Background: an optimization exercise with open tools, aiming at small area, a short achievable clock period and few clock cycles per item. Do not read the settings as production practice.
The RTL was checked by simulation tests, not by an equivalence proof against the original design.
No activity file was given, so power comes from the tool's default toggle rates.

`flow/design.v`:
```
module doppler_row (
  input  wire        clk,
  input  wire        rst,
  input  wire        in_valid,
  output wire        in_ready,
  input  wire [7:0]  in_data,
  output reg         out_valid,
  input  wire        out_ready,
  output reg  [15:0] out_db,
  output reg         out_last
);
  localparam signed [15:0] DB_FLOOR  = -16'sd12800;   
  localparam signed [15:0] DB_OFFSET = -16'sd3960;    
  localparam [15:0]        DB_SCALE  = 16'd49321;     
  integer i;
  reg         byte_hi;
  reg  [7:0]  hi_byte;
  reg  [5:0]  n_in;
  reg         stg_full;
  wire        copy_now;
  reg         in_rdy, take_hi, take_lo;
  assign in_ready = in_rdy;
  wire        hi_t = in_valid && take_hi;      
  wire        lo_t = in_valid && take_lo;      
  wire [5:0]  n_in_p1   = n_in + 6'd1;
  wire        stg_f0    = stg_full && !copy_now;
  wire        rdy_none  = !stg_f0 || (n_in == 6'd0) || (n_in == 6'd1 && !byte_hi);
  wire        rdy_hi    = !stg_f0 || (n_in == 6'd0);
  wire        rdy_lo    = !stg_f0 || (n_in == 6'd63) || (n_in == 6'd0);
  wire        byte_hi_n = byte_hi ? !lo_t : hi_t;
  wire        in_rdy_n  = lo_t ? rdy_lo : hi_t ? rdy_hi : rdy_none;
  reg         s_vld;
  reg  signed [16:0] s_r;
  reg  [23:0] w_bd;      
  reg  [5:0]  n_r;
  reg  [14:0] win_c;
  always @(posedge clk) begin
    if (rst) begin
      byte_hi  <= 1'b0;
      n_in     <= 6'd0;
      stg_full <= 1'b0;
      s_vld    <= 1'b0;
      in_rdy   <= 1'b1;
      take_hi  <= 1'b1;
      take_lo  <= 1'b0;
    end else begin
      byte_hi  <= byte_hi_n;
      s_vld    <= lo_t;
      if (lo_t) n_in <= n_in_p1;
      stg_full <= stg_f0 || (lo_t && n_in == 6'd63);
      in_rdy   <= in_rdy_n;
      take_hi  <= in_rdy_n && !byte_hi_n;
      take_lo  <= in_rdy_n && byte_hi_n;
    end
    if (hi_t) hi_byte <= in_data;
  end
  always @(posedge clk) begin
    s_r  <= $signed({1'b0, hi_byte, in_data}) - 17'sd2048;
    w_bd <= win_bd;
    n_r  <= n_in;
  end
  wire [23:0] win_bd;
  benc #(.NB(8)) u_wenc (.b({1'b0, win_c}), .bd(win_bd));
  wire [31:0] win_ps, win_pc;
  bmul_cs #(.WA(17), .NB(8), .WP(32)) u_wmul (.a(s_r), .bd(w_bd), .s(win_ps), .c(win_pc));
  reg  [31:0] wp_s, wp_c;
  reg         wp_w;
  always @(posedge clk) begin
    if (rst) wp_w <= 1'b0;
    else     wp_w <= s_vld && (n_r != 6'd0) && (n_r != 6'd63);
    wp_s <= win_ps;
    wp_c <= win_pc;
  end
  wire [31:0] win_rnd  = wp_s + wp_c + 32'd16384;
  wire signed [16:0] xw_new   = win_rnd[31:15];
  reg signed [16:0] stg [0:61];
  wire stg_wr = wp_w;
  always @(posedge clk) begin
    if (stg_wr) begin
      for (i = 0; i < 61; i = i + 1) stg[i] <= stg[i+1];
      stg[61] <= xw_new;
    end
  end
  reg signed [16:0] rp [0:14];    
  reg signed [16:0] rq [0:14];    
  reg signed [16:0] rr [0:14];    
  reg signed [16:0] rs [0:14];    
  reg signed [18:0] sp_v0, sp_v2, sp_nx, sp_d, sp_nd;
  reg [3:0] gc;
  always @(posedge clk) begin
    if (copy_now) begin
      for (i = 0; i < 15; i = i + 1) begin
        rp[i] <= stg[i];
        rq[i] <= stg[i+32];
        rs[i] <= stg[30-i];
      end
      rr[0] <= 17'sd0;
      for (i = 1; i < 15; i = i + 1) rr[i] <= stg[62-i];
      sp_v0 <= stg[15] + stg[31] + stg[47];
      sp_v2 <= stg[31] - stg[15] - stg[47];
      sp_nx <= -stg[31];
      sp_d  <= stg[47] - stg[15];
      sp_nd <= stg[15] - stg[47];
      gc  <= 4'd1;
    end else begin
      for (i = 0; i < 14; i = i + 1) begin
        rp[i] <= rp[i+1];
        rq[i] <= rq[i+1];
        rr[i] <= rr[i+1];
        rs[i] <= rs[i+1];
      end
      rp[14] <= rp[0];
      rq[14] <= rq[0];
      rr[14] <= rr[0];
      rs[14] <= rs[0];
      gc <= (gc == 4'd15) ? 4'd1 : gc + 4'd1;
    end
  end
  reg  signed [17:0] gap, gam, gbp, gbm;
  reg  signed [18:0] gAp, gBp, gAm, gBm;
  always @(posedge clk) begin
    gap <= rp[1] + rq[1];
    gam <= rp[1] - rq[1];
    gbp <= rr[1] + rs[1];
    gbm <= rr[1] - rs[1];
    gAp <= gap + gbp;
    gBp <= gap - gbp;
    gAm <= gam + gbm;
    gBm <= gam - gbm;
  end
  localparam [1:0] L_WAIT = 2'd0, L_ISSUE = 2'd1, L_DONE = 2'd2;
  reg  [1:0]  lst   [0:1];
  reg  [3:0]  lic   [0:1];
  reg  [4:0]  lk    [0:1];
  reg         lnew  [0:1];
  reg  [23:0] lcb   [0:1];     
  reg  [23:0] lsb   [0:1];     
  reg         lfirst [0:1];
  reg         llast  [0:1];
  reg  [7:0]  lctl   [0:1];    
  reg         lfirst2 [0:1];
  reg         llast2  [0:1];
  reg  [7:0]  lctl2   [0:1];
  reg  [5:0]  lph    [0:1];    
  reg  [4:0]  lkn    [0:1];    
  reg  [36:0] acc_rl_s [0:1], acc_rl_c [0:1];
  reg  [36:0] acc_il_s [0:1], acc_il_c [0:1];
  reg  [36:0] acc_rh_s [0:1], acc_rh_c [0:1];
  reg  [36:0] acc_ih_s [0:1], acc_ih_c [0:1];
  reg         cpend [0:1];     
  reg         cfull [0:1];     
  reg  signed [22:0] cap [0:1][0:3];
  reg  [1:0]  cfree;           
  function [14:0] qtab;
    input [4:0] j;
    begin
      case (j)
        5'd0:  qtab = 15'd16384;
        5'd1:  qtab = 15'd16305;
        5'd2:  qtab = 15'd16069;
        5'd3:  qtab = 15'd15679;
        5'd4:  qtab = 15'd15137;
        5'd5:  qtab = 15'd14449;
        5'd6:  qtab = 15'd13623;
        5'd7:  qtab = 15'd12665;
        5'd8:  qtab = 15'd11585;
        5'd9:  qtab = 15'd10394;
        5'd10: qtab = 15'd9102;
        5'd11: qtab = 15'd7723;
        5'd12: qtab = 15'd6270;
        5'd13: qtab = 15'd4756;
        5'd14: qtab = 15'd3196;
        5'd15: qtab = 15'd1606;
        default: qtab = 15'd0;
      endcase
    end
  endfunction
  function [15:0] ctab;
    input [5:0] m;
    reg [4:0] j;
    reg       neg;
    begin
      case (m[5:4])
        2'd0: begin j = {1'b0, m[3:0]};        neg = 1'b0; end
        2'd1: begin j = 5'd16 - {1'b0, m[3:0]}; neg = 1'b1; end
        2'd2: begin j = {1'b0, m[3:0]};        neg = 1'b1; end
        default: begin j = 5'd16 - {1'b0, m[3:0]}; neg = 1'b0; end
      endcase
      ctab = {neg, qtab(j)};
    end
  endfunction
  function [23:0] bneg;
    input [23:0] bd;
    input        n;
    begin
      bneg = bd ^ {8{n, 2'b00}};
    end
  endfunction
  genvar gi;
  generate
    for (gi = 0; gi < 2; gi = gi + 1) begin : lane
      wire [1:0]  st    = lst[gi];
      wire [4:0]  k     = lk[gi];
      wire        j0    = (k == 5'd0);
      wire        issue = (st == L_ISSUE);
      wire [5:0]  ph     = lph[gi];
      wire        wrapn  = copy_now || (gc == 4'd15);
      wire [3:0]  gcn    = gc + 4'd1;
      wire        jsw    = (st == L_ISSUE) && (lic[gi] == 4'd14);
      wire [5:0]  ph_inc = ph + {1'b0, k};
      always @(posedge clk) begin
        if (wrapn)
          lph[gi] <= {1'b0, lkn[gi]};
        else if (!jsw)
          lph[gi] <= ph_inc;
        else if (!last_job)
          lph[gi] <= ph_inc + {1'b0, gcn, 1'b0};
        else
          lph[gi] <= (gi == 1) ? {2'b00, gcn} : 6'd0;
      end
      always @(*) begin
        lkn[gi] = k;
        if (rst) lkn[gi] = gi;
        else if (st == L_ISSUE && lic[gi] == 4'd14) lkn[gi] = last_job ? gi : k + 5'd2;
      end
      wire        last_job = (k >= 5'd14);
      wire [15:0] tw_c = issue ? ctab(ph) : 16'd0;
      wire [15:0] tw_s = issue ? (j0 ? 16'd16384 : ctab(ph - 6'd16)) : 16'd0;
      wire [23:0] bm_c, bm_s;
      benc #(.NB(8)) u_cenc (.b({1'b0, tw_c[14:0]}), .bd(bm_c));
      benc #(.NB(8)) u_senc (.b({1'b0, tw_s[14:0]}), .bd(bm_s));
      wire [23:0] bd_c = bneg(bm_c, tw_c[15]);
      wire [23:0] bd_s = bneg(bm_s, tw_s[15]);
      wire [7:0] ctl = !j0 ? {1'b1, 1'b0, 1'b1, 1'b1, 1'b1, gc[0], 1'b1, gc[0]}
                           : {1'b1, 1'b0, 1'b0, 1'b0, !gc[0], gc[1], gc[0], !gc[1]};
      always @(posedge clk) begin
        lcb[gi]    <= bd_c;
        lsb[gi]    <= bd_s;
        lfirst[gi] <= issue && (lic[gi] == 4'd0);
        llast[gi]  <= issue && (lic[gi] == 4'd14) && !rst;
        lctl[gi]   <= ctl;
        lfirst2[gi] <= lfirst[gi];
        llast2[gi]  <= llast[gi] && !rst;
        lctl2[gi]   <= lctl[gi];
      end
      wire signed [18:0] opa = (gi == 0) ? gAp : gAm;
      wire signed [18:0] opb = (gi == 0) ? gBp : gBm;
      wire [36:0] ta_s, ta_c, tb_s, tb_c;
      bmul_cs #(.WA(19), .NB(8), .WP(37)) u_ma (.a(opa), .bd(lcb[gi]), .s(ta_s), .c(ta_c));
      bmul_cs #(.WA(19), .NB(8), .WP(37)) u_mb (.a(opb), .bd(lsb[gi]), .s(tb_s), .c(tb_c));
      reg  [36:0] pa_s, pa_c, pb_s, pb_c;
      always @(posedge clk) begin
        pa_s <= ta_s;
        pa_c <= ta_c;
        pb_s <= tb_s;
        pb_c <= tb_c;
      end
      reg  signed [18:0] sre, sil, sih;
      always @(*) begin
        case (k[1:0])
          2'd0: begin sre = sp_v0; sil = 19'sd0; sih = 19'sd0; end
          2'd1: begin sre = sp_nx; sil = sp_d;   sih = sp_nd;  end
          2'd2: begin sre = sp_v2; sil = 19'sd0; sih = 19'sd0; end
          default: begin sre = sp_nx; sil = sp_nd; sih = sp_d; end
        endcase
      end
      wire [36:0] init_re = {{4{sre[18]}}, sre, 14'd8192};
      wire [36:0] init_il = {{4{sil[18]}}, sil, 14'd8192};
      wire [36:0] init_ih = {{4{sih[18]}}, sih, 14'd8192};
      wire        f    = lfirst2[gi];
      wire [7:0]  c    = lctl2[gi];
      wire [36:0] n_rl_s, n_rl_c, n_il_s, n_il_c, n_rh_s, n_rh_c, n_ih_s, n_ih_c;
      cacc u_arl (.bs(f ? init_re : acc_rl_s[gi]), .bc(f ? 37'd0 : acc_rl_c[gi]),
                  .s(pa_s), .c(pa_c), .en(c[7]), .neg(c[6]), .ys(n_rl_s), .yc(n_rl_c));
      cacc u_ail (.bs(f ? init_il : acc_il_s[gi]), .bc(f ? 37'd0 : acc_il_c[gi]),
                  .s(pb_s), .c(pb_c), .en(c[5]), .neg(c[4]), .ys(n_il_s), .yc(n_il_c));
      cacc u_arh (.bs(f ? init_re : acc_rh_s[gi]), .bc(f ? 37'd0 : acc_rh_c[gi]),
                  .s(pa_s), .c(pa_c), .en(c[3]), .neg(c[2]), .ys(n_rh_s), .yc(n_rh_c));
      cacc u_aih (.bs(f ? init_ih : acc_ih_s[gi]), .bc(f ? 37'd0 : acc_ih_c[gi]),
                  .s(pb_s), .c(pb_c), .en(c[1]), .neg(c[0]), .ys(n_ih_s), .yc(n_ih_c));
      always @(posedge clk) begin
        acc_rl_s[gi] <= n_rl_s;
        acc_rl_c[gi] <= n_rl_c;
        acc_il_s[gi] <= n_il_s;
        acc_il_c[gi] <= n_il_c;
        acc_rh_s[gi] <= n_rh_s;
        acc_rh_c[gi] <= n_rh_c;
        acc_ih_s[gi] <= n_ih_s;
        acc_ih_c[gi] <= n_ih_c;
      end
      wire do_cap = cpend[gi] && !cfull[gi];
      wire [36:0] f_rl = acc_rl_s[gi] + acc_rl_c[gi];
      wire [36:0] f_il = acc_il_s[gi] + acc_il_c[gi];
      wire [36:0] f_rh = acc_rh_s[gi] + acc_rh_c[gi];
      wire [36:0] f_ih = acc_ih_s[gi] + acc_ih_c[gi];
      always @(posedge clk) begin
        if (do_cap) begin
          cap[gi][0] <= f_rl[36:14];
          cap[gi][1] <= f_il[36:14];
          cap[gi][2] <= f_rh[36:14];
          cap[gi][3] <= f_ih[36:14];
        end
      end
      wire go = !cfull[gi] && !cpend[gi];
      always @(posedge clk) begin
        if (rst) begin
          lst[gi]   <= L_WAIT;
          lic[gi]   <= 4'd0;
          lk[gi]    <= gi;
          lnew[gi]  <= 1'b0;
          cpend[gi] <= 1'b0;
          cfull[gi] <= 1'b0;
        end else begin
          if (llast2[gi]) cpend[gi] <= 1'b1;
          else if (do_cap) cpend[gi] <= 1'b0;
          if (do_cap) cfull[gi] <= 1'b1;
          else if (cfree[gi]) cfull[gi] <= 1'b0;
          case (st)
            L_WAIT: begin
              if (lnew[gi] && go) begin
                lst[gi]  <= L_ISSUE;
                lic[gi]  <= 4'd0;
                lnew[gi] <= 1'b0;
              end else if (copy_now) begin
                lnew[gi] <= 1'b1;
              end
            end
            L_ISSUE: begin
              lic[gi] <= lic[gi] + 4'd1;
              if (copy_now) lnew[gi] <= 1'b1;
              if (lic[gi] == 4'd14) begin
                if (!last_job) begin
                  lk[gi]  <= k + 5'd2;
                  lic[gi] <= 4'd0;
                  if (!go) lst[gi] <= L_DONE;
                end else begin
                  lk[gi]  <= gi;
                  lst[gi] <= L_WAIT;
                end
              end
            end
            default: begin    
              if (go) begin
                lst[gi] <= L_ISSUE;
                lic[gi] <= 4'd0;
              end
            end
          endcase
        end
      end
    end
  endgenerate
  wire lane_free0 = (lst[0] == L_WAIT) && !lnew[0];
  wire lane_free1 = (lst[1] == L_WAIT) && !lnew[1];
  reg copy_r;
  always @(posedge clk) begin
    if (rst) copy_r <= 1'b0;
    else     copy_r <= stg_full && lane_free0 && lane_free1 && !copy_r;
  end
  assign copy_now = copy_r;
  reg  [3:0] dk;
  reg        dact;
  reg  [1:0] dj;
  reg  [1:0] fcnt;
  reg  [1:0] lo_fl;      
  reg  [3:0] lfree;      
  reg        wdir, rdir;
  reg  [3:0] wpi, rpi;   
  reg  [1:0] lwin;       
  reg        b16_busy, b16_full;
  reg  [1:0] omode;      
  wire       dl = dk[0];
  wire d_room  = ({1'b0, fcnt} + {1'b0, lo_fl} < 3'd2) &&
                 ((dk != 4'd0) || !b16_busy) &&
                 ((dk == 4'd0) || (lfree != 4'd0));
  wire d_start = !dact && cfull[dl] && d_room;
  always @(*) begin
    cfree = 2'b00;
    if (dact && dj == 2'd3) cfree[dl] = 1'b1;
  end
  always @(posedge clk) begin
    if (rst) begin
      dk   <= 4'd0;
      dact <= 1'b0;
      dj   <= 2'd0;
    end else begin
      if (d_start) begin
        dact <= 1'b1;
        dj   <= 2'd0;
      end else if (dact) begin
        dj <= dj + 2'd1;
        if (dj == 2'd3) begin
          dact <= 1'b0;
          dk   <= dk + 4'd1;
        end
      end
    end
  end
  reg  [21:0] d1_y;       
  reg         d1_sg;
  reg                d1_v, d1_j0, d1_hi, d1_15, d1_b16;
  always @(posedge clk) begin
    if (rst) d1_v <= 1'b0;
    else     d1_v <= dact;
    d1_y   <= cap[dl][dj][21:0] ^ {22{cap[dl][dj][22]}};
    d1_sg  <= cap[dl][dj][22];
    d1_j0  <= !dj[0];
    d1_hi  <= dj[1];
    d1_15  <= (dk == 4'd15);
    d1_b16 <= (dk == 4'd0);
  end
  wire [45:0] d1_ss, d1_sc;
  sqr_cs u_sq (.y(d1_y), .sg(d1_sg), .s(d1_ss), .c(d1_sc));
  reg  [45:0] q_s, q_c;
  reg         q_v, q_j0, q_hi, q_15, q_b16;
  always @(posedge clk) begin
    if (rst) q_v <= 1'b0;
    else     q_v <= d1_v;
    q_s   <= d1_ss;
    q_c   <= d1_sc;
    q_j0  <= d1_j0;
    q_hi  <= d1_hi;
    q_15  <= d1_15;
    q_b16 <= d1_b16;
  end
  reg  [45:0] sqv;
  reg         sv_v, sv_j0, sv_hi, sv_15, sv_b16;
  always @(posedge clk) begin
    if (rst) sv_v <= 1'b0;
    else     sv_v <= q_v;
    sqv    <= q_s + q_c;
    sv_j0  <= q_j0;
    sv_hi  <= q_hi;
    sv_15  <= q_15;
    sv_b16 <= q_b16;
  end
  reg  [45:0] pw;
  reg         d2_v, d2_hi, d2_15, d2_b16;
  always @(posedge clk) begin
    if (rst) d2_v <= 1'b0;
    else     d2_v <= sv_v && !sv_j0;
    pw     <= (sv_j0 ? 46'd0 : pw) + sqv;
    d2_hi  <= sv_hi;
    d2_15  <= sv_15;
    d2_b16 <= sv_b16;
  end
  reg  [45:0] nrm;
  reg  [5:0]  lz;
  always @(*) begin
    nrm = pw;
    lz  = 6'd0;
    if (nrm[45:14] == 32'd0) begin nrm = nrm << 32; lz = lz + 6'd32; end
    if (nrm[45:30] == 16'd0) begin nrm = nrm << 16; lz = lz + 6'd16; end
    if (nrm[45:38] == 8'd0)  begin nrm = nrm << 8;  lz = lz + 6'd8;  end
    if (nrm[45:42] == 4'd0)  begin nrm = nrm << 4;  lz = lz + 6'd4;  end
    if (nrm[45:44] == 2'd0)  begin nrm = nrm << 2;  lz = lz + 6'd2;  end
    if (nrm[45] == 1'b0)     begin nrm = nrm << 1;  lz = lz + 6'd1;  end
  end
  reg  [5:0]  d3_e;
  reg  [7:0]  d3_f;
  reg         d3_z, d3_v, d3_hi, d3_15, d3_b16;
  always @(posedge clk) begin
    if (rst) d3_v <= 1'b0;
    else     d3_v <= d2_v;
    d3_e   <= 6'd45 - lz;
    d3_f   <= nrm[44:37];
    d3_z   <= (pw == 46'd0);
    d3_hi  <= d2_hi;
    d3_15  <= d2_15;
    d3_b16 <= d2_b16;
  end
  reg  [7:0]  log_f;
  reg  [13:0] l_q8;
  reg         l_z, l_v, l_hi, l_15, l_b16;
  always @(posedge clk) begin
    if (rst) l_v <= 1'b0;
    else     l_v <= d3_v;
    l_q8  <= {d3_e, log_f};
    l_z   <= d3_z;
    l_hi  <= d3_hi;
    l_15  <= d3_15;
    l_b16 <= d3_b16;
  end
  wire [31:0] lq = {18'd0, l_q8};
  wire [7*32-1:0] m_rows = {32'd32768 - 32'd259522560, lq, lq << 3, lq << 5,
                            lq << 7, lq << 14, lq << 15};
  wire [31:0] m_s, m_c;
  csa_tree_7_32 u_mt (.rows(m_rows), .s(m_s), .c(m_c));
  reg  [31:0] mp_s, mp_c;
  reg         m_z, m_v, m_hi, m_15, m_b16;
  always @(posedge clk) begin
    if (rst) m_v <= 1'b0;
    else     m_v <= l_v;
    mp_s  <= m_s;
    mp_c  <= m_c;
    m_z   <= l_z;
    m_hi  <= l_hi;
    m_15  <= l_15;
    m_b16 <= l_b16;
  end
  wire [31:0] db_prod = mp_s + mp_c;
  wire signed [15:0] db_val = m_z ? DB_FLOOR : db_prod[31:16];
  reg  [15:0] d4_db;
  reg         d4_v, d4_hi, d4_15, d4_b16;
  always @(posedge clk) begin
    if (rst) d4_v <= 1'b0;
    else     d4_v <= m_v;
    d4_db  <= db_val;
    d4_hi  <= m_hi;
    d4_15  <= m_15;
    d4_b16 <= m_b16;
  end
  reg  [15:0] fdb [0:1];
  reg         f15 [0:1];
  reg         fwp, frp;
  reg  [15:0] lf  [0:14];
  reg  [15:0] b16;
  wire f_push = d4_v && !d4_hi;
  wire b_push = d4_v && d4_hi && d4_b16;
  wire l_push = d4_v && d4_hi && !d4_b16;
  wire o_free = !out_valid || out_ready;
  wire f_pop  = o_free && (omode == 2'd0) && (fcnt != 2'd0);
  wire b_pop  = o_free && (omode == 2'd1) && b16_full;
  wire l_pop  = o_free && (omode == 2'd2) && (lwin != 2'd0);
  wire d_hi_start = d_start && (dk != 4'd0);
  always @(posedge clk) begin
    if (f_push) begin
      fdb[fwp] <= d4_db;
      f15[fwp] <= d4_15;
    end
    if (l_push) lf[wdir ? 4'd14 - wpi : wpi] <= d4_db;
    if (b_push) b16 <= d4_db;
  end
  always @(posedge clk) begin
    if (rst) begin
      fcnt      <= 2'd0;
      fwp       <= 1'b0;
      frp       <= 1'b0;
      lo_fl     <= 2'd0;
      lfree     <= 4'd15;
      wdir      <= 1'b0;
      rdir      <= 1'b0;
      wpi       <= 4'd0;
      rpi       <= 4'd0;
      lwin      <= 2'd0;
      b16_busy  <= 1'b0;
      b16_full  <= 1'b0;
      omode     <= 2'd0;
      out_valid <= 1'b0;
      out_last  <= 1'b0;
    end else begin
      fcnt  <= fcnt + {1'b0, f_push} - {1'b0, f_pop};
      lo_fl <= lo_fl + {1'b0, d_start} - {1'b0, f_push};
      lfree <= lfree - {3'b0, d_hi_start} + {3'b0, l_pop};
      lwin  <= lwin + {1'b0, l_push && wpi == 4'd14} - {1'b0, l_pop && rpi == 4'd14};
      if (f_push) fwp <= !fwp;
      if (f_pop)  frp <= !frp;
      if (l_push) begin
        wpi <= (wpi == 4'd14) ? 4'd0 : wpi + 4'd1;
        if (wpi == 4'd14) wdir <= !wdir;
      end
      if (l_pop) begin
        rpi <= (rpi == 4'd14) ? 4'd0 : rpi + 4'd1;
        if (rpi == 4'd14) rdir <= !rdir;
      end
      if (d_start && dk == 4'd0) b16_busy <= 1'b1;
      if (b_push) b16_full <= 1'b1;
      if (f_pop) begin
        out_valid <= 1'b1;
        out_db    <= fdb[frp];
        out_last  <= 1'b0;
        if (f15[frp]) omode <= 2'd1;
      end else if (b_pop) begin
        out_valid <= 1'b1;
        out_db    <= b16;
        out_last  <= 1'b0;
        b16_full  <= 1'b0;
        b16_busy  <= 1'b0;
        omode     <= 2'd2;
      end else if (l_pop) begin
        out_valid <= 1'b1;
        out_db    <= lf[rdir ? rpi : 4'd14 - rpi];
        out_last  <= (rpi == 4'd14);
        if (rpi == 4'd14) omode <= 2'd0;
      end else if (o_free) begin
        out_valid <= 1'b0;
      end
    end
  end
  always @(*) begin
    case (n_r)
      6'd0: win_c = 15'd0;
      6'd1: win_c = 15'd81;
      6'd2: win_c = 15'd325;
      6'd3: win_c = 15'd728;
      6'd4: win_c = 15'd1287;
      6'd5: win_c = 15'd1995;
      6'd6: win_c = 15'd2847;
      6'd7: win_c = 15'd3833;
      6'd8: win_c = 15'd4944;
      6'd9: win_c = 15'd6169;
      6'd10: win_c = 15'd7495;
      6'd11: win_c = 15'd8909;
      6'd12: win_c = 15'd10398;
      6'd13: win_c = 15'd11947;
      6'd14: win_c = 15'd13539;
      6'd15: win_c = 15'd15160;
      6'd16: win_c = 15'd16792;
      6'd17: win_c = 15'd18421;
      6'd18: win_c = 15'd20030;
      6'd19: win_c = 15'd21602;
      6'd20: win_c = 15'd23123;
      6'd21: win_c = 15'd24576;
      6'd22: win_c = 15'd25948;
      6'd23: win_c = 15'd27225;
      6'd24: win_c = 15'd28394;
      6'd25: win_c = 15'd29444;
      6'd26: win_c = 15'd30364;
      6'd27: win_c = 15'd31145;
      6'd28: win_c = 15'd31780;
      6'd29: win_c = 15'd32261;
      6'd30: win_c = 15'd32585;
      6'd31: win_c = 15'd32748;
      6'd32: win_c = 15'd32748;
      6'd33: win_c = 15'd32585;
      6'd34: win_c = 15'd32261;
      6'd35: win_c = 15'd31780;
      6'd36: win_c = 15'd31145;
      6'd37: win_c = 15'd30364;
      6'd38: win_c = 15'd29444;
      6'd39: win_c = 15'd28394;
      6'd40: win_c = 15'd27225;
      6'd41: win_c = 15'd25948;
      6'd42: win_c = 15'd24576;
      6'd43: win_c = 15'd23123;
      6'd44: win_c = 15'd21602;
      6'd45: win_c = 15'd20030;
      6'd46: win_c = 15'd18421;
      6'd47: win_c = 15'd16792;
      6'd48: win_c = 15'd15160;
      6'd49: win_c = 15'd13539;
      6'd50: win_c = 15'd11947;
      6'd51: win_c = 15'd10398;
      6'd52: win_c = 15'd8909;
      6'd53: win_c = 15'd7495;
      6'd54: win_c = 15'd6169;
      6'd55: win_c = 15'd4944;
      6'd56: win_c = 15'd3833;
      6'd57: win_c = 15'd2847;
      6'd58: win_c = 15'd1995;
      6'd59: win_c = 15'd1287;
      6'd60: win_c = 15'd728;
      6'd61: win_c = 15'd325;
      6'd62: win_c = 15'd81;
      6'd63: win_c = 15'd0;
      default: win_c = 15'd0;
    endcase
  end
  always @(*) begin
    case (d3_f)
      8'd0: log_f = 8'd0;
      8'd1: log_f = 8'd1;
      8'd2: log_f = 8'd3;
      8'd3: log_f = 8'd4;
      8'd4: log_f = 8'd6;
      8'd5: log_f = 8'd7;
      8'd6: log_f = 8'd9;
      8'd7: log_f = 8'd10;
      8'd8: log_f = 8'd11;
      8'd9: log_f = 8'd13;
      8'd10: log_f = 8'd14;
      8'd11: log_f = 8'd16;
      8'd12: log_f = 8'd17;
      8'd13: log_f = 8'd18;
      8'd14: log_f = 8'd20;
      8'd15: log_f = 8'd21;
      8'd16: log_f = 8'd22;
      8'd17: log_f = 8'd24;
      8'd18: log_f = 8'd25;
      8'd19: log_f = 8'd26;
      8'd20: log_f = 8'd28;
      8'd21: log_f = 8'd29;
      8'd22: log_f = 8'd30;
      8'd23: log_f = 8'd32;
      8'd24: log_f = 8'd33;
      8'd25: log_f = 8'd34;
      8'd26: log_f = 8'd36;
      8'd27: log_f = 8'd37;
      8'd28: log_f = 8'd38;
      8'd29: log_f = 8'd40;
      8'd30: log_f = 8'd41;
      8'd31: log_f = 8'd42;
      8'd32: log_f = 8'd44;
      8'd33: log_f = 8'd45;
      8'd34: log_f = 8'd46;
      8'd35: log_f = 8'd47;
      8'd36: log_f = 8'd49;
      8'd37: log_f = 8'd50;
      8'd38: log_f = 8'd51;
      8'd39: log_f = 8'd52;
      8'd40: log_f = 8'd54;
      8'd41: log_f = 8'd55;
      8'd42: log_f = 8'd56;
      8'd43: log_f = 8'd57;
      8'd44: log_f = 8'd59;
      8'd45: log_f = 8'd60;
      8'd46: log_f = 8'd61;
      8'd47: log_f = 8'd62;
      8'd48: log_f = 8'd63;
      8'd49: log_f = 8'd65;
      8'd50: log_f = 8'd66;
      8'd51: log_f = 8'd67;
      8'd52: log_f = 8'd68;
      8'd53: log_f = 8'd69;
      8'd54: log_f = 8'd71;
      8'd55: log_f = 8'd72;
      8'd56: log_f = 8'd73;
      8'd57: log_f = 8'd74;
      8'd58: log_f = 8'd75;
      8'd59: log_f = 8'd77;
      8'd60: log_f = 8'd78;
      8'd61: log_f = 8'd79;
      8'd62: log_f = 8'd80;
      8'd63: log_f = 8'd81;
      8'd64: log_f = 8'd82;
      8'd65: log_f = 8'd84;
      8'd66: log_f = 8'd85;
      8'd67: log_f = 8'd86;
      8'd68: log_f = 8'd87;
      8'd69: log_f = 8'd88;
      8'd70: log_f = 8'd89;
      8'd71: log_f = 8'd90;
      8'd72: log_f = 8'd92;
      8'd73: log_f = 8'd93;
      8'd74: log_f = 8'd94;
      8'd75: log_f = 8'd95;
      8'd76: log_f = 8'd96;
      8'd77: log_f = 8'd97;
      8'd78: log_f = 8'd98;
      8'd79: log_f = 8'd99;
      8'd80: log_f = 8'd100;
      8'd81: log_f = 8'd102;
      8'd82: log_f = 8'd103;
      8'd83: log_f = 8'd104;
      8'd84: log_f = 8'd105;
      8'd85: log_f = 8'd106;
      8'd86: log_f = 8'd107;
      8'd87: log_f = 8'd108;
      8'd88: log_f = 8'd109;
      8'd89: log_f = 8'd110;
      8'd90: log_f = 8'd111;
      8'd91: log_f = 8'd112;
      8'd92: log_f = 8'd113;
      8'd93: log_f = 8'd114;
      8'd94: log_f = 8'd116;
      8'd95: log_f = 8'd117;
      8'd96: log_f = 8'd118;
      8'd97: log_f = 8'd119;
      8'd98: log_f = 8'd120;
      8'd99: log_f = 8'd121;
      8'd100: log_f = 8'd122;
      8'd101: log_f = 8'd123;
      8'd102: log_f = 8'd124;
      8'd103: log_f = 8'd125;
      8'd104: log_f = 8'd126;
      8'd105: log_f = 8'd127;
      8'd106: log_f = 8'd128;
      8'd107: log_f = 8'd129;
      8'd108: log_f = 8'd130;
      8'd109: log_f = 8'd131;
      8'd110: log_f = 8'd132;
      8'd111: log_f = 8'd133;
      8'd112: log_f = 8'd134;
      8'd113: log_f = 8'd135;
      8'd114: log_f = 8'd136;
      8'd115: log_f = 8'd137;
      8'd116: log_f = 8'd138;
      8'd117: log_f = 8'd139;
      8'd118: log_f = 8'd140;
      8'd119: log_f = 8'd141;
      8'd120: log_f = 8'd142;
      8'd121: log_f = 8'd143;
      8'd122: log_f = 8'd144;
      8'd123: log_f = 8'd145;
      8'd124: log_f = 8'd146;
      8'd125: log_f = 8'd147;
      8'd126: log_f = 8'd148;
      8'd127: log_f = 8'd149;
      8'd128: log_f = 8'd150;
      8'd129: log_f = 8'd151;
      8'd130: log_f = 8'd152;
      8'd131: log_f = 8'd153;
      8'd132: log_f = 8'd154;
      8'd133: log_f = 8'd155;
      8'd134: log_f = 8'd155;
      8'd135: log_f = 8'd156;
      8'd136: log_f = 8'd157;
      8'd137: log_f = 8'd158;
      8'd138: log_f = 8'd159;
      8'd139: log_f = 8'd160;
      8'd140: log_f = 8'd161;
      8'd141: log_f = 8'd162;
      8'd142: log_f = 8'd163;
      8'd143: log_f = 8'd164;
      8'd144: log_f = 8'd165;
      8'd145: log_f = 8'd166;
      8'd146: log_f = 8'd167;
      8'd147: log_f = 8'd168;
      8'd148: log_f = 8'd169;
      8'd149: log_f = 8'd169;
      8'd150: log_f = 8'd170;
      8'd151: log_f = 8'd171;
      8'd152: log_f = 8'd172;
      8'd153: log_f = 8'd173;
      8'd154: log_f = 8'd174;
      8'd155: log_f = 8'd175;
      8'd156: log_f = 8'd176;
      8'd157: log_f = 8'd177;
      8'd158: log_f = 8'd178;
      8'd159: log_f = 8'd178;
      8'd160: log_f = 8'd179;
      8'd161: log_f = 8'd180;
      8'd162: log_f = 8'd181;
      8'd163: log_f = 8'd182;
      8'd164: log_f = 8'd183;
      8'd165: log_f = 8'd184;
      8'd166: log_f = 8'd185;
      8'd167: log_f = 8'd185;
      8'd168: log_f = 8'd186;
      8'd169: log_f = 8'd187;
      8'd170: log_f = 8'd188;
      8'd171: log_f = 8'd189;
      8'd172: log_f = 8'd190;
      8'd173: log_f = 8'd191;
      8'd174: log_f = 8'd192;
      8'd175: log_f = 8'd192;
      8'd176: log_f = 8'd193;
      8'd177: log_f = 8'd194;
      8'd178: log_f = 8'd195;
      8'd179: log_f = 8'd196;
      8'd180: log_f = 8'd197;
      8'd181: log_f = 8'd198;
      8'd182: log_f = 8'd198;
      8'd183: log_f = 8'd199;
      8'd184: log_f = 8'd200;
      8'd185: log_f = 8'd201;
      8'd186: log_f = 8'd202;
      8'd187: log_f = 8'd203;
      8'd188: log_f = 8'd203;
      8'd189: log_f = 8'd204;
      8'd190: log_f = 8'd205;
      8'd191: log_f = 8'd206;
      8'd192: log_f = 8'd207;
      8'd193: log_f = 8'd208;
      8'd194: log_f = 8'd208;
      8'd195: log_f = 8'd209;
      8'd196: log_f = 8'd210;
      8'd197: log_f = 8'd211;
      8'd198: log_f = 8'd212;
      8'd199: log_f = 8'd212;
      8'd200: log_f = 8'd213;
      8'd201: log_f = 8'd214;
      8'd202: log_f = 8'd215;
      8'd203: log_f = 8'd216;
      8'd204: log_f = 8'd216;
      8'd205: log_f = 8'd217;
      8'd206: log_f = 8'd218;
      8'd207: log_f = 8'd219;
      8'd208: log_f = 8'd220;
      8'd209: log_f = 8'd220;
      8'd210: log_f = 8'd221;
      8'd211: log_f = 8'd222;
      8'd212: log_f = 8'd223;
      8'd213: log_f = 8'd224;
      8'd214: log_f = 8'd224;
      8'd215: log_f = 8'd225;
      8'd216: log_f = 8'd226;
      8'd217: log_f = 8'd227;
      8'd218: log_f = 8'd228;
      8'd219: log_f = 8'd228;
      8'd220: log_f = 8'd229;
      8'd221: log_f = 8'd230;
      8'd222: log_f = 8'd231;
      8'd223: log_f = 8'd231;
      8'd224: log_f = 8'd232;
      8'd225: log_f = 8'd233;
      8'd226: log_f = 8'd234;
      8'd227: log_f = 8'd234;
      8'd228: log_f = 8'd235;
      8'd229: log_f = 8'd236;
      8'd230: log_f = 8'd237;
      8'd231: log_f = 8'd238;
      8'd232: log_f = 8'd238;
      8'd233: log_f = 8'd239;
      8'd234: log_f = 8'd240;
      8'd235: log_f = 8'd241;
      8'd236: log_f = 8'd241;
      8'd237: log_f = 8'd242;
      8'd238: log_f = 8'd243;
      8'd239: log_f = 8'd244;
      8'd240: log_f = 8'd244;
      8'd241: log_f = 8'd245;
      8'd242: log_f = 8'd246;
      8'd243: log_f = 8'd247;
      8'd244: log_f = 8'd247;
      8'd245: log_f = 8'd248;
      8'd246: log_f = 8'd249;
      8'd247: log_f = 8'd249;
      8'd248: log_f = 8'd250;
      8'd249: log_f = 8'd251;
      8'd250: log_f = 8'd252;
      8'd251: log_f = 8'd252;
      8'd252: log_f = 8'd253;
      8'd253: log_f = 8'd254;
      8'd254: log_f = 8'd255;
      8'd255: log_f = 8'd255;
      default: log_f = 8'd0;
    endcase
  end
endmodule
module cacc (
  input  wire [36:0] bs,
  input  wire [36:0] bc,
  input  wire [36:0] s,
  input  wire [36:0] c,
  input  wire        en,
  input  wire        neg,
  output wire [36:0] ys,
  output wire [36:0] yc
);
  wire [36:0] xs = (s ^ {37{neg}}) & {37{en}};
  wire [36:0] xc = (c ^ {37{neg}}) & {37{en}};
  wire        k  = en & neg;
  wire [36:0] t1 = bs ^ bc ^ xs;
  wire [36:0] m1 = (bs & bc) | (bs & xs) | (bc & xs);
  wire [36:0] u1 = {m1[35:0], k};
  assign ys = t1 ^ u1 ^ xc;
  wire [36:0] m2 = (t1 & u1) | (t1 & xc) | (u1 & xc);
  assign yc = {m2[35:0], k};
endmodule
module bmul_cs #(parameter WA = 19, parameter NB = 8, parameter WP = 37) (
  input  wire signed [WA-1:0]   a,
  input  wire [3*NB-1:0]        bd,
  output wire [WP-1:0]          s,
  output wire [WP-1:0]          c
);
  localparam WR = WA + 2;
  function [WP-1:0] cst_f;
    input integer dummy;
    integer i;
    begin
      cst_f = {WP{1'b0}};
      for (i = 0; i < NB; i = i + 1)
        cst_f = cst_f - ({{(WP-1){1'b0}}, 1'b1} << (WR - 1 + 2*i));
    end
  endfunction
  localparam [WP-1:0] CST = cst_f(0);
  wire [(NB+1)*WP-1:0] rows;
  wire [NB-1:0] negs;
  genvar i;
  generate
    for (i = 0; i < NB; i = i + 1) begin : r
      wire one = bd[3*i];
      wire two = bd[3*i+1];
      wire neg = bd[3*i+2];
      wire [WR-1:0] sel = one ? {{2{a[WA-1]}}, a} : two ? {a[WA-1], a, 1'b0} : {WR{1'b0}};
      wire [WR-1:0] x   = sel ^ {WR{neg}};
      wire [WR-1:0] xs  = {~x[WR-1], x[WR-2:0]};
      wire [WP-1:0] row = {{(WP-WR){1'b0}}, xs} << (2*i);
      assign negs[i] = neg;
      if (i == 0) begin : r0
        assign rows[WP-1:0] = row;
      end else begin : rn
        assign rows[(i+1)*WP-1:i*WP] = row | ({{(WP-1){1'b0}}, negs[i-1]} << (2*i-2));
      end
    end
  endgenerate
  assign rows[(NB+1)*WP-1:NB*WP] = CST | ({{(WP-1){1'b0}}, negs[NB-1]} << (2*NB-2));
  generate
    if (NB == 8 && WP == 37) begin : t37
      csa_tree_9_37 u_t (.rows(rows), .s(s), .c(c));
    end else begin : t32
      csa_tree_9_32 u_t (.rows(rows), .s(s), .c(c));
    end
  endgenerate
endmodule
module benc #(parameter NB = 8) (input wire [2*NB-1:0] b, output wire [3*NB-1:0] bd);
  genvar i;
  generate
    for (i = 0; i < NB; i = i + 1) begin : e
      wire b2 = b[2*i+1];
      wire b1 = b[2*i];
      wire b0;
      if (i == 0) begin : z
        assign b0 = 1'b0;
      end else begin : nz
        assign b0 = b[2*i-1];
      end
      assign bd[3*i]   = b1 ^ b0;
      assign bd[3*i+1] = (b2 ^ b1) & ~(b1 ^ b0);
      assign bd[3*i+2] = b2;
    end
  endgenerate
endmodule
module sqr_cs (input wire [21:0] y, input wire sg, output wire [45:0] s, output wire [45:0] c);
  wire [23*46-1:0] rows;
  wire [45:0] diag;
  genvar i;
  generate
    for (i = 0; i < 22; i = i + 1) begin : d
      assign diag[2*i]   = y[i];
      assign diag[2*i+1] = 1'b0;
    end
    assign diag[45:44] = 2'b00;
    assign rows[45:0] = diag;
    for (i = 0; i < 21; i = i + 1) begin : x1
      assign rows[(i+2)*46-1:(i+1)*46] = y[i] ? (({24'd0, y} >> (i+1)) << (2*i+2)) : 46'd0;
    end
    assign rows[23*46-1:22*46] = sg ? {23'd0, y, 1'b1} : 46'd0;
  endgenerate
  csa_tree_23_46 u_t (.rows(rows), .s(s), .c(c));
endmodule
module csa_tree_9_37 (input wire [332:0] rows, output wire [36:0] s, output wire [36:0] c);
  wire [36:0] l0_s0 = rows[36:0] ^ rows[73:37] ^ rows[110:74];
  wire [36:0] l0_c0m = (rows[36:0] & rows[73:37]) | (rows[36:0] & rows[110:74]) | (rows[73:37] & rows[110:74]);
  wire [36:0] l0_c0 = {l0_c0m[35:0], 1'b0};
  wire [36:0] l0_s1 = rows[147:111] ^ rows[184:148] ^ rows[221:185];
  wire [36:0] l0_c1m = (rows[147:111] & rows[184:148]) | (rows[147:111] & rows[221:185]) | (rows[184:148] & rows[221:185]);
  wire [36:0] l0_c1 = {l0_c1m[35:0], 1'b0};
  wire [36:0] l0_s2 = rows[258:222] ^ rows[295:259] ^ rows[332:296];
  wire [36:0] l0_c2m = (rows[258:222] & rows[295:259]) | (rows[258:222] & rows[332:296]) | (rows[295:259] & rows[332:296]);
  wire [36:0] l0_c2 = {l0_c2m[35:0], 1'b0};
  wire [36:0] l1_s0 = l0_s0 ^ l0_c0 ^ l0_s1;
  wire [36:0] l1_c0m = (l0_s0 & l0_c0) | (l0_s0 & l0_s1) | (l0_c0 & l0_s1);
  wire [36:0] l1_c0 = {l1_c0m[35:0], 1'b0};
  wire [36:0] l1_s1 = l0_c1 ^ l0_s2 ^ l0_c2;
  wire [36:0] l1_c1m = (l0_c1 & l0_s2) | (l0_c1 & l0_c2) | (l0_s2 & l0_c2);
  wire [36:0] l1_c1 = {l1_c1m[35:0], 1'b0};
  wire [36:0] l2_s0 = l1_s0 ^ l1_c0 ^ l1_s1;
  wire [36:0] l2_c0m = (l1_s0 & l1_c0) | (l1_s0 & l1_s1) | (l1_c0 & l1_s1);
  wire [36:0] l2_c0 = {l2_c0m[35:0], 1'b0};
  wire [36:0] l3_s0 = l2_s0 ^ l2_c0 ^ l1_c1;
  wire [36:0] l3_c0m = (l2_s0 & l2_c0) | (l2_s0 & l1_c1) | (l2_c0 & l1_c1);
  wire [36:0] l3_c0 = {l3_c0m[35:0], 1'b0};
  assign s = l3_s0;
  assign c = l3_c0;
endmodule
module csa_tree_9_32 (input wire [287:0] rows, output wire [31:0] s, output wire [31:0] c);
  wire [31:0] l0_s0 = rows[31:0] ^ rows[63:32] ^ rows[95:64];
  wire [31:0] l0_c0m = (rows[31:0] & rows[63:32]) | (rows[31:0] & rows[95:64]) | (rows[63:32] & rows[95:64]);
  wire [31:0] l0_c0 = {l0_c0m[30:0], 1'b0};
  wire [31:0] l0_s1 = rows[127:96] ^ rows[159:128] ^ rows[191:160];
  wire [31:0] l0_c1m = (rows[127:96] & rows[159:128]) | (rows[127:96] & rows[191:160]) | (rows[159:128] & rows[191:160]);
  wire [31:0] l0_c1 = {l0_c1m[30:0], 1'b0};
  wire [31:0] l0_s2 = rows[223:192] ^ rows[255:224] ^ rows[287:256];
  wire [31:0] l0_c2m = (rows[223:192] & rows[255:224]) | (rows[223:192] & rows[287:256]) | (rows[255:224] & rows[287:256]);
  wire [31:0] l0_c2 = {l0_c2m[30:0], 1'b0};
  wire [31:0] l1_s0 = l0_s0 ^ l0_c0 ^ l0_s1;
  wire [31:0] l1_c0m = (l0_s0 & l0_c0) | (l0_s0 & l0_s1) | (l0_c0 & l0_s1);
  wire [31:0] l1_c0 = {l1_c0m[30:0], 1'b0};
  wire [31:0] l1_s1 = l0_c1 ^ l0_s2 ^ l0_c2;
  wire [31:0] l1_c1m = (l0_c1 & l0_s2) | (l0_c1 & l0_c2) | (l0_s2 & l0_c2);
  wire [31:0] l1_c1 = {l1_c1m[30:0], 1'b0};
  wire [31:0] l2_s0 = l1_s0 ^ l1_c0 ^ l1_s1;
  wire [31:0] l2_c0m = (l1_s0 & l1_c0) | (l1_s0 & l1_s1) | (l1_c0 & l1_s1);
  wire [31:0] l2_c0 = {l2_c0m[30:0], 1'b0};
  wire [31:0] l3_s0 = l2_s0 ^ l2_c0 ^ l1_c1;
  wire [31:0] l3_c0m = (l2_s0 & l2_c0) | (l2_s0 & l1_c1) | (l2_c0 & l1_c1);
  wire [31:0] l3_c0 = {l3_c0m[30:0], 1'b0};
  assign s = l3_s0;
  assign c = l3_c0;
endmodule
module csa_tree_23_46 (input wire [1057:0] rows, output wire [45:0] s, output wire [45:0] c);
  wire [45:0] l0_s0 = rows[45:0] ^ rows[91:46] ^ rows[137:92];
  wire [45:0] l0_c0m = (rows[45:0] & rows[91:46]) | (rows[45:0] & rows[137:92]) | (rows[91:46] & rows[137:92]);
  wire [45:0] l0_c0 = {l0_c0m[44:0], 1'b0};
  wire [45:0] l0_s1 = rows[183:138] ^ rows[229:184] ^ rows[275:230];
  wire [45:0] l0_c1m = (rows[183:138] & rows[229:184]) | (rows[183:138] & rows[275:230]) | (rows[229:184] & rows[275:230]);
  wire [45:0] l0_c1 = {l0_c1m[44:0], 1'b0};
  wire [45:0] l0_s2 = rows[321:276] ^ rows[367:322] ^ rows[413:368];
  wire [45:0] l0_c2m = (rows[321:276] & rows[367:322]) | (rows[321:276] & rows[413:368]) | (rows[367:322] & rows[413:368]);
  wire [45:0] l0_c2 = {l0_c2m[44:0], 1'b0};
  wire [45:0] l0_s3 = rows[459:414] ^ rows[505:460] ^ rows[551:506];
  wire [45:0] l0_c3m = (rows[459:414] & rows[505:460]) | (rows[459:414] & rows[551:506]) | (rows[505:460] & rows[551:506]);
  wire [45:0] l0_c3 = {l0_c3m[44:0], 1'b0};
  wire [45:0] l0_s4 = rows[597:552] ^ rows[643:598] ^ rows[689:644];
  wire [45:0] l0_c4m = (rows[597:552] & rows[643:598]) | (rows[597:552] & rows[689:644]) | (rows[643:598] & rows[689:644]);
  wire [45:0] l0_c4 = {l0_c4m[44:0], 1'b0};
  wire [45:0] l0_s5 = rows[735:690] ^ rows[781:736] ^ rows[827:782];
  wire [45:0] l0_c5m = (rows[735:690] & rows[781:736]) | (rows[735:690] & rows[827:782]) | (rows[781:736] & rows[827:782]);
  wire [45:0] l0_c5 = {l0_c5m[44:0], 1'b0};
  wire [45:0] l0_s6 = rows[873:828] ^ rows[919:874] ^ rows[965:920];
  wire [45:0] l0_c6m = (rows[873:828] & rows[919:874]) | (rows[873:828] & rows[965:920]) | (rows[919:874] & rows[965:920]);
  wire [45:0] l0_c6 = {l0_c6m[44:0], 1'b0};
  wire [45:0] l1_s0 = l0_s0 ^ l0_c0 ^ l0_s1;
  wire [45:0] l1_c0m = (l0_s0 & l0_c0) | (l0_s0 & l0_s1) | (l0_c0 & l0_s1);
  wire [45:0] l1_c0 = {l1_c0m[44:0], 1'b0};
  wire [45:0] l1_s1 = l0_c1 ^ l0_s2 ^ l0_c2;
  wire [45:0] l1_c1m = (l0_c1 & l0_s2) | (l0_c1 & l0_c2) | (l0_s2 & l0_c2);
  wire [45:0] l1_c1 = {l1_c1m[44:0], 1'b0};
  wire [45:0] l1_s2 = l0_s3 ^ l0_c3 ^ l0_s4;
  wire [45:0] l1_c2m = (l0_s3 & l0_c3) | (l0_s3 & l0_s4) | (l0_c3 & l0_s4);
  wire [45:0] l1_c2 = {l1_c2m[44:0], 1'b0};
  wire [45:0] l1_s3 = l0_c4 ^ l0_s5 ^ l0_c5;
  wire [45:0] l1_c3m = (l0_c4 & l0_s5) | (l0_c4 & l0_c5) | (l0_s5 & l0_c5);
  wire [45:0] l1_c3 = {l1_c3m[44:0], 1'b0};
  wire [45:0] l1_s4 = l0_s6 ^ l0_c6 ^ rows[1011:966];
  wire [45:0] l1_c4m = (l0_s6 & l0_c6) | (l0_s6 & rows[1011:966]) | (l0_c6 & rows[1011:966]);
  wire [45:0] l1_c4 = {l1_c4m[44:0], 1'b0};
  wire [45:0] l2_s0 = l1_s0 ^ l1_c0 ^ l1_s1;
  wire [45:0] l2_c0m = (l1_s0 & l1_c0) | (l1_s0 & l1_s1) | (l1_c0 & l1_s1);
  wire [45:0] l2_c0 = {l2_c0m[44:0], 1'b0};
  wire [45:0] l2_s1 = l1_c1 ^ l1_s2 ^ l1_c2;
  wire [45:0] l2_c1m = (l1_c1 & l1_s2) | (l1_c1 & l1_c2) | (l1_s2 & l1_c2);
  wire [45:0] l2_c1 = {l2_c1m[44:0], 1'b0};
  wire [45:0] l2_s2 = l1_s3 ^ l1_c3 ^ l1_s4;
  wire [45:0] l2_c2m = (l1_s3 & l1_c3) | (l1_s3 & l1_s4) | (l1_c3 & l1_s4);
  wire [45:0] l2_c2 = {l2_c2m[44:0], 1'b0};
  wire [45:0] l3_s0 = l2_s0 ^ l2_c0 ^ l2_s1;
  wire [45:0] l3_c0m = (l2_s0 & l2_c0) | (l2_s0 & l2_s1) | (l2_c0 & l2_s1);
  wire [45:0] l3_c0 = {l3_c0m[44:0], 1'b0};
  wire [45:0] l3_s1 = l2_c1 ^ l2_s2 ^ l2_c2;
  wire [45:0] l3_c1m = (l2_c1 & l2_s2) | (l2_c1 & l2_c2) | (l2_s2 & l2_c2);
  wire [45:0] l3_c1 = {l3_c1m[44:0], 1'b0};
  wire [45:0] l4_s0 = l3_s0 ^ l3_c0 ^ l3_s1;
  wire [45:0] l4_c0m = (l3_s0 & l3_c0) | (l3_s0 & l3_s1) | (l3_c0 & l3_s1);
  wire [45:0] l4_c0 = {l4_c0m[44:0], 1'b0};
  wire [45:0] l4_s1 = l3_c1 ^ l1_c4 ^ rows[1057:1012];
  wire [45:0] l4_c1m = (l3_c1 & l1_c4) | (l3_c1 & rows[1057:1012]) | (l1_c4 & rows[1057:1012]);
  wire [45:0] l4_c1 = {l4_c1m[44:0], 1'b0};
  wire [45:0] l5_s0 = l4_s0 ^ l4_c0 ^ l4_s1;
  wire [45:0] l5_c0m = (l4_s0 & l4_c0) | (l4_s0 & l4_s1) | (l4_c0 & l4_s1);
  wire [45:0] l5_c0 = {l5_c0m[44:0], 1'b0};
  wire [45:0] l6_s0 = l5_s0 ^ l5_c0 ^ l4_c1;
  wire [45:0] l6_c0m = (l5_s0 & l5_c0) | (l5_s0 & l4_c1) | (l5_c0 & l4_c1);
  wire [45:0] l6_c0 = {l6_c0m[44:0], 1'b0};
  assign s = l6_s0;
  assign c = l6_c0;
endmodule
module csa_tree_7_32 (input wire [223:0] rows, output wire [31:0] s, output wire [31:0] c);
  wire [31:0] l0_s0 = rows[31:0] ^ rows[63:32] ^ rows[95:64];
  wire [31:0] l0_c0m = (rows[31:0] & rows[63:32]) | (rows[31:0] & rows[95:64]) | (rows[63:32] & rows[95:64]);
  wire [31:0] l0_c0 = {l0_c0m[30:0], 1'b0};
  wire [31:0] l0_s1 = rows[127:96] ^ rows[159:128] ^ rows[191:160];
  wire [31:0] l0_c1m = (rows[127:96] & rows[159:128]) | (rows[127:96] & rows[191:160]) | (rows[159:128] & rows[191:160]);
  wire [31:0] l0_c1 = {l0_c1m[30:0], 1'b0};
  wire [31:0] l1_s0 = l0_s0 ^ l0_c0 ^ l0_s1;
  wire [31:0] l1_c0m = (l0_s0 & l0_c0) | (l0_s0 & l0_s1) | (l0_c0 & l0_s1);
  wire [31:0] l1_c0 = {l1_c0m[30:0], 1'b0};
  wire [31:0] l2_s0 = l1_s0 ^ l1_c0 ^ l0_c1;
  wire [31:0] l2_c0m = (l1_s0 & l1_c0) | (l1_s0 & l0_c1) | (l1_c0 & l0_c1);
  wire [31:0] l2_c0 = {l2_c0m[30:0], 1'b0};
  wire [31:0] l3_s0 = l2_s0 ^ l2_c0 ^ rows[223:192];
  wire [31:0] l3_c0m = (l2_s0 & l2_c0) | (l2_s0 & rows[223:192]) | (l2_c0 & rows[223:192]);
  wire [31:0] l3_c0 = {l3_c0m[30:0], 1'b0};
  assign s = l3_s0;
  assign c = l3_c0;
endmodule
```
`flow/run.sh`:
```
#!/bin/bash
# synth_recipe.tcl (not shown) runs the flow's synth.tcl, then flattens the netlist and writes it again
# the make line also repeats each setting of config.mk as NAME=value (left out here)
make -C /OpenROAD-flow-scripts/flow DESIGN_CONFIG=/design/flow/config.mk WORK_HOME=/design/flow/orfs CLKGATE_MAP_FILE= SYNTH_SCRIPT=/design/flow/synth_recipe.tcl finish
```
`flow/config.mk`:
```
export PLATFORM = sky130hd
export DESIGN_NAME = doppler_row
export DESIGN_NICKNAME = doppler_row
export VERILOG_FILES = /design/flow/design.v
export SDC_FILE = /design/flow/constraint.sdc
export NUM_CORES = 4
export LEC_CHECK = 0
export CAP_MARGIN = 20
export CORE_MARGIN = 2
export CORE_UTILIZATION = 55
export SLEW_MARGIN = 20
```
`flow/constraint.sdc`:
```
create_clock -name core_clock -period 12.0 [get_ports {clk}]
set_input_delay 2.4000 -clock core_clock [delete_from_list [all_inputs] [get_ports {clk}]]
set_output_delay 2.4000 -clock core_clock [all_outputs]
set_load 0.01 [all_outputs]
```
==> metrics.md <==
| Metric | Value |
|---|---|
| Status | `timing/DRC/antenna clean` |
| Syn nets | `between 20,000 and 25,000` |
| Total CTS buffers | `roughly 440` |
| Total track usage | `0.2638` |
| Reg2Reg Setup Slack | `a little over 7000 ps` |
| Drc violations | `0` |
| Worst slew margin | `0.1555` |
| Family with the most delay on the worst path | `compound AO/OA/AOI/OAI gates` |
| Final WS setup | `just over 7000 ps` |
| Share of the synthesized area in the top cell type | `0.2442` |
| Clk_skew | `about 100 ps` |
| Core ar. | `396,500 sq um` |
| Placed insts | `~23,000` |
| Post-synthesis cell count | `18,940` |
| Die width | `roughly 640 um` |
| Final net count | `roughly 21,000` |
| Clk buf depth | `4` |
| Root Driver | `clkbuf_16` |
| CTS Hold Bufs | `0` |
| Hold Vio Cnt, Final | `0` |
| Library cells used by synthesis | `93` |
| Area grow syn2layout | `9.324%` |
| First-pass GRT wire length | `roughly 820,000 um` |
| Final number of setup-violating endpoints | `0` |
| Pre-CTS WS | `~6900 ps` |
| Initial antenna violation count | `38` |
| R2r worst-path depth | `15` |
| Critical path arrival | `roughly 5700 ps` |
| Max frequency | `a little over 0.2 GHz` |
| Area leader, netlist | `dfxtp_1` |
| DR vias | `about 130k` |
| Kind of critical path | `flop to flop` |
| Dpl cell area | `roughly 220,000 sq um` |
| Pin count of the biggest net entering global routing | `~170` |
| Post_cts resized | `0` |
| RSZ-0062 raised after global routing | `false` |
| Row count | `between 200 and 250` |
| Crit end category | `flop` |
| Die area | `~400,000 sq um` |
| Top cells by area, synth | `dfxtp_1 (24%), edfxtp_1 (23%), fa_1 (12%), ha_1 (7.3%), mux2_2 (5.1%)` |
| Slowest Stage Delay on Critical Path | `around 490 ps` |
| Final wirelength | `approximately 540,000 um` |
| DR iter-0 viols | `10,320` |
| P_leak | `roughly 100 nW` |
| Sequential element share of the synthesized area | `0.4693` |
| Slew at the pin closest to its max-slew limit | `between 1000 and 1500 ps` |
| Hold Path Class | `flop to flop` |
| Post-synth top cells | `dfxtp_1 (2,675), edfxtp_1 (1,644), nand2_1 (1,603), inv_1 (1,565), fa_1 (1,345)` |
| Final period utilization | `0.4008` |
| Mean Syn Cell Area | `between 10 and 15 sq um` |
| Share of layout cells above drive strength 1 | `0.1102` |
| Vias per inst | `5.479` |
| Fin Hold WS | `~320 ps` |
| Vias in the first global route | `~130k` |
| Wire per inst | `22.11 um` |
| Req. time, crit path | `12,840 ps` |
| CTS H-Tree Depth | `5` |
| Final Core Density | `0.6046` |
| Crit-path cells | `buf_4, nor2b_1, ha_1, or3_1, o221ai_1, o22ai_1, o41a_1, a2111oi_2, o2111ai_1, a21oi_2, o31ai_1, o311a_1, a221o_1, a211oi_1, nor4b_2` |
| EDFF count, synth | `approximately 1,600` |
| Slowest stage cell, crit path | `a2111oi_2` |
| Die H | `between 600 and 700 um` |
| Cell with the most instances after synthesis | `dfxtp_1` |
| Final Instance Area | `about 240,000 sq um` |
| Hold EP | `lctl2[1][1]$_DFF_P_` |
| Sink Count | `roughly 4,300` |
| Post-route ant nets | `0` |
| Postcts setup bufs | `0` |
| Crit path buffers/inverters | `1` |
| Hold path start | `lctl[1][1]$_SDFF_PN1_` |
| R2R Path Start | `sv_j0$_DFF_P_` |
| Starting Density | `0.5531` |
| Post-synth top flop | `dfxtp_1` |
| Post-synthesis sequential element count | `4,319` |
| Overflow after GRT | `0` |
| DP HPWL | `slightly below 400,000 um` |
| Max-slew violations | `0` |
| Crit path time final | `~4800 ps` |
| GPL Wtd Cong | `0.9413` |
| CTS clk-pin slew, worst paths | `~60 ps` |
| Ys async rst share | `0` |
| CTS tree | `yes` |
| Non-filler instance count after layout | `~24,000` |
| First-pass DRT Iterations | `6` |
| Mapped Area | `between 200,000 and 250,000 sq um` |
| Hold path cells | `0` |
| Crit path max fanout | `47` |
| VDD IR max | `0.0001513 V` |
| Synth warn | `just over 60` |
| IO Pins | `31` |
| Max Cap Viol | `0` |
| Sum Neg Setup Slack | `0 ps` |
| FF-to-FF End | `pw[39]$_DFF_P_` |
| CP startpoint kind | `flop` |
| Pwr Total | `about 38 mW` |
| Count of input and output buffers | `30` |
| Power per cell area | `157.4 nW/um^2` |
| Clk Latency, worst-skew pair | `1040 ps` |
==> state kept, by name (all words and copies together), names as in the netlist, 45 cells and up, named ones only <==
register,count
acc_rh_s,74
acc_il_s,74
rq,255
acc_ih_s,74
rp,255
lane.pb_c,62
lcb,48
acc_ih_c,72
lf,240
lane.pa_c,62
acc_rh_c,72
stg,1054
rs,255
acc_il_c,74
rr,255
acc_rl_s,74
lane.pb_s,70
acc_rl_c,70
cap,184
lsb,48
lane.pa_s,70
sqv,45
pw,46
==> cells in the final DEF (no fill, tap or decap), types with 41 or more instances in the layout <==
cell and instances:
dfxtp_1 2649, edfxtp_1 1644, nand2_1 1603, inv_1 1565, fa_1 1345, ha_1 1280, mux2_2 987, o21ai_0 906
xnor2_1 897, xor2_1 701, nor2_1 651, nor2b_1 543, a21oi_1 528, clkbuf_16 458, and2_1 418, a22oi_1 375
buf_4 200, mux2i_1 194, nor3_1 169, a21o_1 143, o21a_1 122, nand3_1 117, clkinv_2 93, clkbuf_1 82
nand2b_1 80, o21bai_1 77, a31oi_1 69, a211oi_1 68, clkbuf_8 61, diode_2 54, mux4_2 54, and3_1 47
bufinv_16 45, clkinv_1 41
==> kinds of logic (layout without fill, tap and decap cells) <==
kind of cell,count (synthesis),after routing,share of synthesized area
compound gates,2733,2733,0.07886
xor+xnor,1600,1600,0.06390
fa+ha+maj,2626,2626,0.1958
buf+inv,2586,2656,0.04444
flops,4319,4319,0.4693
mux,1237,1237,0.06519
other cells,0,54,0
simple gates,3834,3834,0.08249
==> layout make-up <==
| class | instances | area (sq um) |
|---|---|---|
| clock buffers | 608 | 12660 |
| flip-flops and latches | 4319 | 103000 |
| inverters | 1580 | 5948 |
| multi-input cells | 12030 | 106800 |
| repair buffers | 238 | 1949 |
| fillers | 32410 | 156800 |
| diodes | 54 | 135.1 |
| clock inverters | 230 | 2739 |
| well taps | 5242 | 6559 |
==> per-layer routing <==
layer  wire (um)  track usage  vias to the layer above  part of all wire
li1            -            -                    63050                 -
met1      238000       0.3637                    65810              0.44
met2      244600       0.4192                     3425              0.46
met3       31900      0.04100                      854             0.059
met4       22840       0.1051                       14             0.043
met5         101            0                        -           0.00019
==> report_power, final <==
group | switching (mW) | internal (mW)
Clock | 5.97 | 8.39
Combinational | 3.74 | 2.76
Sequential | 0.535 | 16.3
Total | 10.2 | 27.5
==> how the worst max path moves through the flow <==
stage | slack [ps] | end | cells past startpoint | from
finish | 7190 | pw[39]$_DFF_P_ | 15 | sv_j0$_DFF_P_
global route | 6790 | pw[39]$_DFF_P_ | 15 | sv_j0$_DFF_P_
CTS | 7150 | pw[39]$_DFF_P_ | 15 | sv_j0$_DFF_P_
detailed placement | 6870 | out_db[1]$_DFFE_PP_ | 6 | out_ready
global placement | 6930 | out_db[1]$_DFFE_PP_ | 6 | out_ready
floorplan | 4060 | stg[0][0]$_DFFE_PP_ | 0 | wp_w$_SDFF_PP0_
Testbench counts, summed over its fixed seeds: cycles 13,656, windows 96.

afterwards: timing with drivers on the ports:
No port has a modelled driver above. Below, the same layout with a new extraction and two added sets of constraints.
Step 1 (the two cells are an assumption about what drives the block):
set clk [get_ports {clk}]
set_driving_cell -lib_cell sky130_fd_sc_hd__clkbuf_16 $clk
set_driving_cell -lib_cell sky130_fd_sc_hd__buf_2 [delete_from_list [all_inputs] $clk]
Step 2 moves the port delays by t, midway between the first and last clock arrival at a register: inputs arrive t later, outputs are due t later. That takes back most of the time a late clock gives input paths.
Slacks: ideal / step 1 / step 2; pairs: ideal / step 1.
t, ns: 1.111
setup slack, ns: 7.190 / 7.190 / 6.864
worst hold slack (ns): 0.322 / 0.322 / 0.322
worst setup path after step 2: input to register
slew at the worst register clock pin (ns): 0.07 / 0.07
After both steps setup and hold are still met in this run. For this run, drivers alone change the setup slack by 0.000 ns; drivers and shift together by -0.326 ns.
